Context: an optimization exercise on an open-source flow, tuned for small area, a short achievable clock period and few clock cycles per item. The choices shown serve that exercise and are no tape-out recipe.
RTL that was checked went through simulation tests only; none was proved equivalent to the original.
Power and IR drop assume default switching activity.

== the previous run ==
==> flow/design.v <==
module pfde_seq (
    input  wire        clk,
    input  wire        rst,           
    input  wire        cmd_valid,
    output wire        cmd_ready,
    input  wire [15:0] cmd_count,     
    input  wire        in_valid,
    output reg         in_ready,
    input  wire [7:0]  in_data,
    output reg         out_valid,
    input  wire        out_ready,
    output reg  [31:0] out_id,
    output reg         done,          
    output wire        err,
    output wire [3:0]  err_code,
    output reg  [19:0] consumed
);
    localparam [2:0] S_IDLE = 3'd0,
                     S_BV0  = 3'd1,    
                     S_BV1  = 3'd2,    
                     S_BV2  = 3'd3,    
                     S_HDR  = 3'd4,    
                     S_FOR  = 3'd5,    
                     S_CON  = 3'd6,    
                     S_FIN  = 3'd7;    
    reg  [2:0]  state;
    reg  [15:0] rem;        
    reg  [7:0]  bl;         
    reg         lastblk;    
    reg  [5:0]  bw;         
    reg         wide;       
    reg         st2;        
    reg  [31:0] q;          
    reg  [5:0]  bcnt;       
    reg         pv;         
    reg  [15:0] pe;         
    reg         phi;        
    reg         pfin;       
    reg         bv3;        
    reg         ec3, ec2, ec1;    
    assign err_code = {ec3, ec2, ec1, ec3};
    assign err      = ec1;
    function [15:0] rev16(input [15:0] x);
        integer i;
        for (i = 0; i < 16; i = i + 1) rev16[i] = x[15 - i];
    endfunction
    function [7:0] rev8(input [7:0] x);
        integer i;
        for (i = 0; i < 8; i = i + 1) rev8[i] = x[7 - i];
    endfunction
    function [15:0] tmask(input [4:0] k);
        integer i;
        for (i = 0; i < 16; i = i + 1) tmask[i] = (k > i);
    endfunction
    wire out_free = !out_valid || out_ready;
    wire s2_go  = pv && (phi || out_free);
    wire p_free = !pv || s2_go;
    wire [4:0] klo  = wide ? 5'd16 : bw[4:0];             
    wire [4:0] khi  = bw[5] ? 5'd16 : {1'b0, bw[3:0]};    
    wire [4:0] kcur = st2 ? khi : klo;
    wire [15:0] mlo = tmask(klo);
    wire [15:0] mhi = wide ? tmask(khi) : 16'd0;
    wire more1 = (bl[7:1] != 7'd0);                       
    wire more2 = (bl[7:2] != 6'd0) || (bl[1] && bl[0]);   
    wire more3 = (bl[7:2] > 6'd1);                        
    wire rem_big = (rem[15:8] != 8'd0) || (rem[7] && (rem[6:0] != 7'd0));
    wire is_for = (state == S_FOR);
    wire is_con = (state == S_CON);
    wire have_lo = (bcnt >= {1'b0, klo});
    wire have_hi = (bcnt >= {1'b0, khi});
    wire have    = st2 ? have_hi : have_lo;
    wire [6:0] b1 = {1'b0, bw};
    wire [6:0] b2 = {bw, 1'b0};
    wire [6:0] thr   = (wide && more2) ? 7'd127 :
                       ((more1 ? b2 : b1) - (st2 ? 7'd16 : 7'd0));
    wire [6:0] thr_s = (!wide)        ? (more2 ? b2 : b1) :
                       (!st2)         ? (more2 ? 7'd127 : ((more1 ? b2 : b1) - 7'd16)) :
                                        (more3 ? 7'd127 : (more2 ? b2 : b1));
    wire con_full = (bcnt >= bw);
    wire con_full8 = ({1'b0, bcnt} + 7'd8 >= b1);
    wire con_run  = bcnt[5];
    wire con_pad  = is_con && !in_ready && !con_run;   
    wire step   = is_for && have && p_free;
    wire fin    = !wide || st2;                           
    wire cemit  = is_con && con_run && !pv && out_free;
    wire id_end = (step && fin) || cemit;
    assign cmd_ready = (state == S_IDLE);
    wire byte_in = in_valid && in_ready;
    wire [46:0] qx  = {q[30:0], 16'd0};
    wire [30:0] sh4 = bcnt[4] ? qx[46:16] : qx[30:0];
    wire [22:0] sh3 = bcnt[3] ? sh4[30:8] : sh4[22:0];
    wire [18:0] sh2 = bcnt[2] ? sh3[22:4] : sh3[18:0];
    wire [16:0] sh1 = bcnt[1] ? sh2[18:2] : sh2[16:0];
    wire [15:0] sh0 = bcnt[0] ? sh1[16:1] : sh1[15:0];
    wire [15:0] ext = rev16(sh0) & (st2 ? mhi : mlo);
    wire        sel_con = !pv;
    wire [31:0] addend  = sel_con ? {rev16(q[15:0]), rev16(q[31:16])} :
                          phi     ? {pe, 16'd0} : {16'd0, pe};
    wire        add_ci  = sel_con || !phi;
    wire [31:0] ag0 = out_id & addend;
    wire [31:0] ap0 = out_id ^ addend;
    wire [31:0] ag [0:5];
    wire [31:0] ap [0:5];
    assign ag[0] = {ag0[31:1], ag0[0] | (ap0[0] & add_ci)};
    assign ap[0] = ap0;
    genvar lv, bt;
    generate
        for (lv = 0; lv < 5; lv = lv + 1) begin : g_lv
            for (bt = 0; bt < 32; bt = bt + 1) begin : g_bt
                if (((bt >> lv) & 1) == 1) begin : g_op
                    localparam integer J = ((bt >> lv) << lv) - 1;
                    assign ag[lv+1][bt] = ag[lv][bt] | (ap[lv][bt] & ag[lv][J]);
                    assign ap[lv+1][bt] = ap[lv][bt] & ap[lv][J];
                end else begin : g_pass
                    assign ag[lv+1][bt] = ag[lv][bt];
                    assign ap[lv+1][bt] = ap[lv][bt];
                end
            end
        end
    endgenerate
    wire [31:0] sum = ap0 ^ {ag[5][30:0], add_ci};
    wire [5:0] bc_8   = bcnt + 6'd8;
    wire [5:0] bc_k   = bcnt - {1'b0, kcur};
    wire [5:0] bc_8k  = bc_8 - {1'b0, kcur};
    wire [5:0] bcnt_n = step ? (byte_in ? bc_8k : bc_k) :
                        ((byte_in || con_pad) ? bc_8 : bcnt);
    wire [6:0] thr_n  = step ? thr_s : thr;
    wire ir_for = (bcnt_n <= 6'd23) && ({1'b0, bcnt_n} < thr_n);
    wire [7:0] cmask = (con_full8 && (bw[2:0] != 3'd0)) ? ~(8'hFF << bw[2:0]) : 8'hFF;
    wire [7:0] qin   = is_con ? (in_data & cmask) : in_data;
    wire [5:0] hdr_b    = in_data[5:0];
    wire [1:0] hdr_type = in_data[7:6];
    always @(posedge clk) begin
        if (rst) begin
            state     <= S_IDLE;
            in_ready  <= 1'b0;
            out_valid <= 1'b0;
            pv        <= 1'b0;
            done      <= 1'b0;
        end else begin
            done <= 1'b0;
            if (out_valid && out_ready)
                out_valid <= 1'b0;
            if (byte_in)
                consumed <= consumed + 20'd1;
            if (s2_go || cemit) begin
                out_id <= sum;
                if (s2_go ? pfin : 1'b1)
                    out_valid <= 1'b1;
            end
            if (step) begin
                pv   <= 1'b1;
                pe   <= ext;
                phi  <= st2;
                pfin <= fin;
            end else if (s2_go)
                pv <= 1'b0;
            case (state)
            S_IDLE: begin
                in_ready <= cmd_valid && (cmd_count != 16'd0);
                if (cmd_valid) begin
                    consumed <= 20'd0;
                    ec3 <= 1'b0;
                    ec2 <= 1'b0;
                    ec1 <= 1'b0;
                    rem <= cmd_count - 16'd1;
                    state <= (cmd_count == 16'd0) ? S_FIN : S_BV0;
                end
            end
            S_BV0: begin
                if (byte_in) begin
                    bv3 <= in_data[6];
                    if (in_data[7:5] == 3'b111) begin
                        ec1      <= 1'b1;     
                        in_ready <= 1'b0;
                        state    <= S_FIN;
                    end else if (!in_data[7]) begin
                        out_id    <= {25'd0, in_data[6:0]};
                        out_valid <= 1'b1;
                        in_ready  <= (rem != 16'd0);
                        state     <= (rem == 16'd0) ? S_FIN : S_HDR;
                    end else if (!in_data[6]) begin
                        out_id <= {18'd0, in_data[5:0], 8'd0};
                        state  <= S_BV1;
                    end else begin
                        out_id <= {11'd0, in_data[4:0], 16'd0};
                        state  <= S_BV1;
                    end
                end
            end
            S_BV1: begin
                if (byte_in) begin
                    out_id[7:0] <= in_data;
                    if (!bv3) begin
                        out_valid <= 1'b1;
                        in_ready  <= (rem != 16'd0);
                        state     <= (rem == 16'd0) ? S_FIN : S_HDR;
                    end else
                        state <= S_BV2;
                end
            end
            S_BV2: begin
                if (byte_in) begin
                    out_id[15:8] <= in_data;
                    out_valid    <= 1'b1;
                    in_ready     <= (rem != 16'd0);
                    state        <= (rem == 16'd0) ? S_FIN : S_HDR;
                end
            end
            S_HDR: begin
                if (byte_in) begin
                    bw   <= hdr_b;
                    wide <= (hdr_b > 6'd16);
                    st2  <= 1'b0;
                    bcnt <= 6'd0;
                    lastblk <= !rem_big;
                    if (rem_big) begin
                        bl  <= 8'd128;
                        rem <= {rem[15:7] - 9'd1, rem[6:0]};
                    end else
                        bl  <= rem[7:0];
                    in_ready <= (hdr_type == 2'd0 || hdr_type == 2'd3) &&
                                (hdr_b <= 6'd32) && (hdr_b != 6'd0);
                    if (hdr_b > 6'd32) begin
                        ec2   <= 1'b1;     
                        ec1   <= 1'b1;
                        state <= S_FIN;
                    end else if (hdr_type == 2'd3 && hdr_b != 6'd0)
                        state <= S_CON;
                    else if (hdr_type == 2'd0 || hdr_type == 2'd3)
                        state <= S_FOR;      
                    else begin
                        ec3   <= 1'b1;     
                        ec1   <= 1'b1;
                        state <= S_FIN;
                    end
                end
            end
            S_FOR, S_CON: begin
                if (byte_in || con_pad)
                    q <= {q[23:0], byte_in ? rev8(qin) : 8'd0};
                bcnt <= bcnt_n;
                if (step && wide)
                    st2 <= !st2;
                in_ready <= is_for ? ir_for : (byte_in ? !con_full8 : !con_full);
                if (id_end) begin
                    bl <= bl - 8'd1;
                    if (!more1) begin
                        in_ready <= !lastblk;
                        state    <= lastblk ? S_FIN : S_HDR;
                    end
                end
            end
            default: begin  
                in_ready <= 1'b0;
                if (!pv && out_free) begin
                    done  <= 1'b1;
                    state <= S_IDLE;
                end
            end
            endcase
        end
    end
endmodule
clock: 5.5 ns
lec_check: 0
cap_margin: 20
core_margin: 2
core_utilization: 40
setup_slack_margin: 2.5
slew_margin: 20
run.sh (not shown) runs the stock make flow with config.mk's settings and CLKGATE_MAP_FILE= SYNTH_SCRIPT=/design/flow/synth_recipe.tcl, a recipe that flattens the netlist after the stock synthesis.
Input changes introduced in the current run (baseline for comparison: the previous run):
diff --git a/flow/design.v b/flow/design.v
--- a/flow/design.v
+++ b/flow/design.v
@@ -31,11 +31,12 @@
     reg         wide;       
     reg         st2;        
     reg  [31:0] q;          
     reg  [5:0]  bcnt;       
     reg         pv;         
-    reg  [15:0] pe;         
+    reg  [31:0] pe;         
+    reg         have;       
     reg         phi;        
     reg         pfin;       
     reg         bv3;        
     reg         ec3, ec2, ec1;    
     assign err_code = {ec3, ec2, ec1, ec3};
@@ -64,13 +65,10 @@
     wire more2 = (bl[7:2] != 6'd0) || (bl[1] && bl[0]);   
     wire more3 = (bl[7:2] > 6'd1);                        
     wire rem_big = (rem[15:8] != 8'd0) || (rem[7] && (rem[6:0] != 7'd0));
     wire is_for = (state == S_FOR);
     wire is_con = (state == S_CON);
-    wire have_lo = (bcnt >= {1'b0, klo});
-    wire have_hi = (bcnt >= {1'b0, khi});
-    wire have    = st2 ? have_hi : have_lo;
     wire [6:0] b1 = {1'b0, bw};
     wire [6:0] b2 = {bw, 1'b0};
     wire [6:0] thr   = (wide && more2) ? 7'd127 :
                        ((more1 ? b2 : b1) - (st2 ? 7'd16 : 7'd0));
     wire [6:0] thr_s = (!wide)        ? (more2 ? b2 : b1) :
@@ -80,25 +78,23 @@
     wire con_full8 = ({1'b0, bcnt} + 7'd8 >= b1);
     wire con_run  = bcnt[5];
     wire con_pad  = is_con && !in_ready && !con_run;   
     wire step   = is_for && have && p_free;
     wire fin    = !wide || st2;                           
-    wire cemit  = is_con && con_run && !pv && out_free;
+    wire cemit  = is_con && con_run && p_free;
     wire id_end = (step && fin) || cemit;
     assign cmd_ready = (state == S_IDLE);
     wire byte_in = in_valid && in_ready;
     wire [46:0] qx  = {q[30:0], 16'd0};
     wire [30:0] sh4 = bcnt[4] ? qx[46:16] : qx[30:0];
     wire [22:0] sh3 = bcnt[3] ? sh4[30:8] : sh4[22:0];
     wire [18:0] sh2 = bcnt[2] ? sh3[22:4] : sh3[18:0];
     wire [16:0] sh1 = bcnt[1] ? sh2[18:2] : sh2[16:0];
     wire [15:0] sh0 = bcnt[0] ? sh1[16:1] : sh1[15:0];
     wire [15:0] ext = rev16(sh0) & (st2 ? mhi : mlo);
-    wire        sel_con = !pv;
-    wire [31:0] addend  = sel_con ? {rev16(q[15:0]), rev16(q[31:16])} :
-                          phi     ? {pe, 16'd0} : {16'd0, pe};
-    wire        add_ci  = sel_con || !phi;
+    wire [31:0] addend  = pe;
+    wire        add_ci  = !phi;
     wire [31:0] ag0 = out_id & addend;
     wire [31:0] ap0 = out_id ^ addend;
     wire [31:0] ag [0:5];
     wire [31:0] ap [0:5];
     assign ag[0] = {ag0[31:1], ag0[0] | (ap0[0] & add_ci)};
@@ -124,10 +120,13 @@
     wire [5:0] bc_8k  = bc_8 - {1'b0, kcur};
     wire [5:0] bcnt_n = step ? (byte_in ? bc_8k : bc_k) :
                         ((byte_in || con_pad) ? bc_8 : bcnt);
     wire [6:0] thr_n  = step ? thr_s : thr;
     wire ir_for = (bcnt_n <= 6'd23) && ({1'b0, bcnt_n} < thr_n);
+    wire st2_n  = (step && wide) ? !st2 : st2;
+    wire [4:0] kcur_n = st2_n ? khi : klo;
+    wire have_n = (bcnt_n >= {1'b0, kcur_n});
     wire [7:0] cmask = (con_full8 && (bw[2:0] != 3'd0)) ? ~(8'hFF << bw[2:0]) : 8'hFF;
     wire [7:0] qin   = is_con ? (in_data & cmask) : in_data;
     wire [5:0] hdr_b    = in_data[5:0];
     wire [1:0] hdr_type = in_data[7:6];
     always @(posedge clk) begin
@@ -141,20 +140,21 @@
             done <= 1'b0;
             if (out_valid && out_ready)
                 out_valid <= 1'b0;
             if (byte_in)
                 consumed <= consumed + 20'd1;
-            if (s2_go || cemit) begin
+            if (s2_go) begin
                 out_id <= sum;
-                if (s2_go ? pfin : 1'b1)
+                if (pfin)
                     out_valid <= 1'b1;
             end
-            if (step) begin
+            if (step || cemit) begin
                 pv   <= 1'b1;
-                pe   <= ext;
-                phi  <= st2;
-                pfin <= fin;
+                pe   <= is_con ? {rev16(q[15:0]), rev16(q[31:16])} :
+                        st2    ? {ext, 16'd0} : {16'd0, ext};
+                phi  <= is_for && st2;
+                pfin <= is_con || fin;
             end else if (s2_go)
                 pv <= 1'b0;
             case (state)
             S_IDLE: begin
                 in_ready <= cmd_valid && (cmd_count != 16'd0);
@@ -208,10 +208,11 @@
                 end
             end
             S_HDR: begin
                 if (byte_in) begin
                     bw   <= hdr_b;
+                    have <= (hdr_b == 6'd0);
                     wide <= (hdr_b > 6'd16);
                     st2  <= 1'b0;
                     bcnt <= 6'd0;
                     lastblk <= !rem_big;
                     if (rem_big) begin
@@ -238,12 +239,12 @@
             end
             S_FOR, S_CON: begin
                 if (byte_in || con_pad)
                     q <= {q[23:0], byte_in ? rev8(qin) : 8'd0};
                 bcnt <= bcnt_n;
-                if (step && wide)
-                    st2 <= !st2;
+                st2  <= st2_n;
+                have <= have_n;
                 in_ready <= is_for ? ir_for : (byte_in ? !con_full8 : !con_full);
                 if (id_end) begin
                     bl <= bl - 8'd1;
                     if (!more1) begin
                         in_ready <= !lastblk;
## What came out
Between the previous run and the current run, the flow reports width of the die increasing slightly.
Die outline area (the current run over the previous run): increase, 1.5%
Higher final standard cell utilization of the core goes to the previous run over the current run.
The previous run reports its end point of the critical path as in_ready$_SDFFE_PP0P_ while the current run reports out_id[16]$_DFFE_PN_.
In the current run, simple-gate share of the synthesized area is lower than in the previous run.
Between the previous run and the current run, number of placed instances, taps included is higher for the previous run, the current run comes in under that.
Measured against each other, the previous run and the current run differ in share of total power in combinational logic, the lower figure coming from the current run.
Re sequential cell count: the previous run was lower than the current run.
Summary of the current run over the previous run: cell count lost 5.0%, flop-to-flop setup slack picked up an extra 0.08 ns.
Testbench counts of the current run, summed over its fixed seeds: cycles 120,400, items 81,405.
The RTL of the previous run was laid out without a check of its function.

[port drivers added, routing unchanged]
The results above use ideal ports. As a check the final layouts listed here were re-extracted and re-timed, cells and wires unchanged.
Step 1, drivers: a clkbuf_16 drives clk and a buf_2 each remaining input, both assumed.
Step 2 also shifts input and output timing later by t, the mid clock arrival at the registers, as if the neighbouring blocks saw the same clock.
Three values: ideal, step 1, step 2; two values: the first two.
| run | t (ns) | slack for setup (ns) | clock arrival spread, ns | worst register clock-pin slew, ns |
|---|---|---|---|---|
| the previous run | 0.480 | 2.041 / 2.041 / 1.713 | 0.013 / 0.013 | 0.07 / 0.07 |
| the current run | 0.475 | 2.123 / 2.123 / 1.689 | 0.012 / 0.012 | 0.07 / 0.07 |
After both steps every run listed still meets setup and hold. The setup slack of the current run, which loses most, moves by 0.000 ns with the drivers and by -0.434 ns with both steps.
